Context: an optimization exercise on an open-source flow, tuned for small area, a short achievable clock period and few clock cycles. The choices shown serve that exercise and are no tape-out recipe. Only simulation tests tie the RTL to the original design; equivalence was not proved. The clock port is modelled as an ideal driver, which makes a skipped or thinned clock tree look cheaper than it is; a real chip needs a root buffer or a tree. Power figures rest on the tool's default switching activity, not on a simulated workload.

// trb_render
module trb_render (
    input  wire        clk,
    input  wire        rst,           
    input  wire        start,         
    input  wire [31:0] xscroll,       
    input  wire [31:0] yscroll,       
    input  wire        transp,        
    input  wire        sheet_valid,
    input  wire [31:0] sheet_dim,     
    output wire        busy,
    output reg         done,
    output wire        err,
    output wire [3:0]  errcode,
    output reg         tile_rd,
    output wire [11:0] tile_addr,
    input  wire [33:0] tile_rdata,    
    output reg         idx_rd,
    output reg  [11:0] idx_addr,
    input  wire [1:0]  idx_rdata,
    output reg         fb_we,
    output reg  [9:0]  fb_addr,
    output reg  [7:0]  fb_wdata
);
    reg busy_r, idle_r, chk;
    assign busy = busy_r;
    wire accept = start & idle_r;
    reg [9:0] sw;
    reg       tr;
    reg       err_r, ec1_r, ec0_r;
    assign err     = err_r;
    assign errcode = {1'b0, err_r, ec1_r, ec0_r};
    reg       vG;
    reg [5:0] px;
    reg [2:0] x, y;
    reg [5:0] tx, ty;
    reg       nt0, nt1, nt2, nt3;    
  ...
clock: 10.0 ns
lec_check: 0
cap_margin: 20
core_margin: 2
core_utilization: 40
slew_margin: 20
standard.sh (not shown) runs the stock make flow with config.mk's settings and CLKGATE_MAP_FILE= SYNTH_SCRIPT=/design/flow/synth_recipe.tcl, a recipe that flattens the netlist after the stock synthesis.
==> flow/flow/run.sh <==
#!/bin/bash
set -euo pipefail
export BUFFER_PORTS_ARGS="-buffer_cell sky130_fd_sc_hd__buf_1"
export SETUP_SLACK_MARGIN=7.25
export FLAT_TCL=$PWD/flow/flat.tcl
export POST_CTS_TCL=$PWD/flow/post_cts.tcl
bash standard.sh > standard.log 2>&1
Other scripts of this flow, unchanged in this note and not shown: flow/flow/flat.tcl, flow/flow/post_cts.tcl
The baseline finished with timing, DRC and antenna clean.
Testbench counts at the start, summed over its fixed seeds: cycles 62,952.
Then changed:
==> flow/flow/run.sh (replaced) <==
#!/bin/bash
set -euo pipefail
export BUFFER_PORTS_ARGS="-buffer_cell sky130_fd_sc_hd__buf_1"
export SETUP_SLACK_MARGIN=7.10
export FLAT_TCL=$PWD/flow/flat.tcl
export POST_CTS_TCL=$PWD/flow/post_cts.tcl
bash standard.sh > standard.log 2>&1
Outcome:
- setup slack is about the same
- core utilization decreases by 2.7 points
- routed wire length decreases by 5.6%
- maximum frequency barely changes
- total power decreases by 1.3%
- die area stays the same
- design area drops by 5.2%
No run of this note takes its clock network from TritonCTS; it comes from the design's own scripts or RTL.

* * *

## run 1
Starting RTL as in the previous note.
==> flow/config.mk <==
export PLATFORM = sky130hd
export DESIGN_NAME = trb_render
export DESIGN_NICKNAME = trb_render
export VERILOG_FILES = /design/flow/design.v
export SDC_FILE = /design/flow/constraint.sdc
export NUM_CORES = 4
export LEC_CHECK = 0
export CAP_MARGIN = 20
export CORE_MARGIN = 2
export CORE_UTILIZATION = 40
export GPL_TIMING_DRIVEN = 0
export SLEW_MARGIN = 20
==> flow/constraint.sdc <==
create_clock -name core_clock -period 10.0 [get_ports {clk}]
set_input_delay 2.0000 -clock core_clock [delete_from_list [all_inputs] [get_ports {clk}]]
set_output_delay 2.0000 -clock core_clock [all_outputs]
set_load 0.01 [all_outputs]
==> flow/flow/run.sh <==
#!/bin/bash
set -euo pipefail
export BUFFER_PORTS_ARGS="-buffer_cell sky130_fd_sc_hd__buf_1"
export SETUP_SLACK_MARGIN=6.95
export CTS_ARGS="-sink_clustering_enable -repair_clock_nets -dont_use_dummy_load -buf_list {sky130_fd_sc_hd__clkbuf_4 sky130_fd_sc_hd__clkbuf_8}"
bash standard.sh > standard.log 2>&1
Testbench counts of run 1, summed over its fixed seeds: cycles 62,952.
What run 2 does differently from run 1 at the input level:
# run 1
export LEC_CHECK = 0
export CAP_MARGIN = 20
export CORE_MARGIN = 2
export CORE_UTILIZATION = 40
export GPL_TIMING_DRIVEN = 0
export SLEW_MARGIN = 20
create_clock -name core_clock -period 10.0 [get_ports {clk}]
# run 2
export LEC_CHECK = 0
export CAP_MARGIN = 20
export CORE_MARGIN = 2
export CORE_UTILIZATION = 40
export PLACE_DENSITY = 0.75
export SLEW_MARGIN = 20
create_clock -name core_clock -period 10.0 [get_ports {clk}]
==> comparison <==
- Every run (run 2 and run 1) finished clean.
- Run 2 vs run 1: register-to-register setup slack up in run 2
- Final cycle utilization of the critical path (higher): run 1
- Measured against each other, run 2 and run 1 differ in number of cells upsized or downsized after cts, the higher figure coming from run 1.
- Going from run 1 to run 2, cell-internal power went up about 0.4%, share of total power consumed by net switching went up 0.33 points.
- Looking at measured slew at the worst slew-check pin across run 2 and run 1, the one that comes out lower is run 2.
- Switching power of the nets: run 2 > run 1
- Worst hold slack sits lower in run 2 than in run 1.
- Total power: run 2 above run 1
- Between run 2 and run 1, the proportion of cell area spent on the clock network figures differ only marginally.
- Run 2 ended with less number of instances in the placed design than run 1.
[inputs] run 3 vs run 2
# run 2
export LEC_CHECK = 0
export CAP_MARGIN = 20
export CORE_MARGIN = 2
export CORE_UTILIZATION = 40
export PLACE_DENSITY = 0.75
export SLEW_MARGIN = 20
create_clock -name core_clock -period 10.0 [get_ports {clk}]
# run 3
export LEC_CHECK = 0
export ABC_AREA = 1
export CAP_MARGIN = 20
export CORE_MARGIN = 2
export CORE_UTILIZATION = 40
export SLEW_MARGIN = 20
create_clock -name core_clock -period 10.0 [get_ports {clk}]
Findings:
- In the metrics for run 2 and run 3, the one carrying the higher layout overhead on the synthesized area is run 2.
- Number of nets in the layout grows by more than 10% when moving from run 2 to run 3.
- Global routing usage summed across all routing layers sits higher in run 3 than in run 2.
- Against run 2, run 3 comes in 0.30 points lower on adder and majority gate portion of the synthesized area.
- Power in sequential cells: run 3 vs run 2 up about 3%
- Run 3: PASS, flow complete, no timing, DRC or antenna violations
- Run 3 vs run 2: wire length up by a few percent
- The worst slew slack as a fraction of its limit reported for run 3 is smaller than that of run 2 by 10 points.
diff inputs: run 3 => run 4
# run 3
export LEC_CHECK = 0
export ABC_AREA = 1
export CAP_MARGIN = 20
export CORE_MARGIN = 2
export CORE_UTILIZATION = 40
export SLEW_MARGIN = 20
create_clock -name core_clock -period 10.0 [get_ports {clk}]
# run 4
export LEC_CHECK = 0
export CAP_MARGIN = 20
export CORE_MARGIN = 2
export CORE_UTILIZATION = 65
export CTS_BUF_LIST = sky130_fd_sc_hd__clkbuf_4 sky130_fd_sc_hd__clkbuf_8
export SLEW_MARGIN = 20
create_clock -name core_clock -period 10.0 [get_ports {clk}]
==> flow/flow/run.sh <==
#!/bin/bash
set -euo pipefail
export BUFFER_PORTS_ARGS="-buffer_cell sky130_fd_sc_hd__buf_1"
export SETUP_SLACK_MARGIN=6.95
bash standard.sh > standard.log 2>&1
==> comparison <==
Measured against each other, run 3 and run 4 differ in met3 routed wirelength, the higher figure coming from run 3. Mux share of post-synthesis cell area, run 3 and run 4, higher one = run 4. The count of antenna-violating nets left after detailed routing was comparable across run 3 and run 4. Run comparison: run 4 most common cell after layout, fill and taps aside buf_1; run 3 most common cell after layout, fill and taps aside nand2_1. Compared with run 3, run 4 has less setup slack.
diff inputs: run 4 => run 5
# run 4
export LEC_CHECK = 0
export CAP_MARGIN = 20
export CORE_MARGIN = 2
export CORE_UTILIZATION = 65
export CTS_BUF_LIST = sky130_fd_sc_hd__clkbuf_4 sky130_fd_sc_hd__clkbuf_8
export SLEW_MARGIN = 20
create_clock -name core_clock -period 10.0 [get_ports {clk}]
# run 5
export LEC_CHECK = 0
export CAP_MARGIN = 20
export CORE_MARGIN = 2
export CORE_UTILIZATION = 40
export CTS_BUF_LIST = sky130_fd_sc_hd__clkbuf_4 sky130_fd_sc_hd__clkbuf_8
export SLEW_MARGIN = 20
create_clock -name core_clock -period 10.0 [get_ports {clk}]
==> summary.txt <==
- Run 4 → run 5: slew at the pin closest to its max-slew limit has increased, post-layout utilization of the core moved down, maximum frequency increased 0.0020 GHz.

-- static timing again, ports no longer ideal --
The results above use ideal ports. As a check the final layouts listed here were re-extracted and re-timed, cells and wires unchanged. Step 1 sets driving cells, clkbuf_16 on the clock port and buf_2 on the other inputs (assumed; they add their load-dependent delay and slew). Step 2 moves the port delays by t, midway between the first and last clock arrival at a register: inputs arrive t later, outputs are due t later. That takes back most of the time a late clock gives input paths. a / b / c = ideal / step 1 / step 2; a / b = the first two.
run | t (ns) | setup slack, ns | hold WS [ns] | clock arrival spread, ns | worst data-port slew with drivers (ns)
the first run of note 1 | 0.262 | 7.084 / 7.087 / 6.846 | 0.350 / 0.350 / 0.350 | 0.013 / 0.013 | 0.07
the second run of note 1 | 0.255 | 7.085 / 7.092 / 6.837 | 0.343 / 0.343 / 0.343 | 0.016 / 0.016 | 0.07
run 1 | 0.453 | 6.916 / 6.879 / 6.684 | 0.349 / 0.349 / 0.349 | 0.024 / 0.024 | 0.05
run 2 | 0.450 | 7.015 / 6.982 / 6.669 | 0.335 / 0.335 / 0.335 | 0.025 / 0.025 | 0.06
run 3 | 0.461 | 7.005 / 6.969 / 6.566 | 0.339 / 0.339 / 0.339 | 0.028 / 0.028 | 0.05
run 4 | 0.443 | 7.001 / 6.969 / 6.641 | 0.332 / 0.332 / 0.332 | 0.016 / 0.016 | 0.06
run 5 | 0.454 | 7.019 / 6.984 / 6.649 | 0.332 / 0.332 / 0.332 | 0.012 / 0.012 | 0.05
After both steps setup and hold are still met in every run listed. For run 3, which loses most, drivers alone change the setup slack by -0.036 ns; drivers and shift together by -0.439 ns.
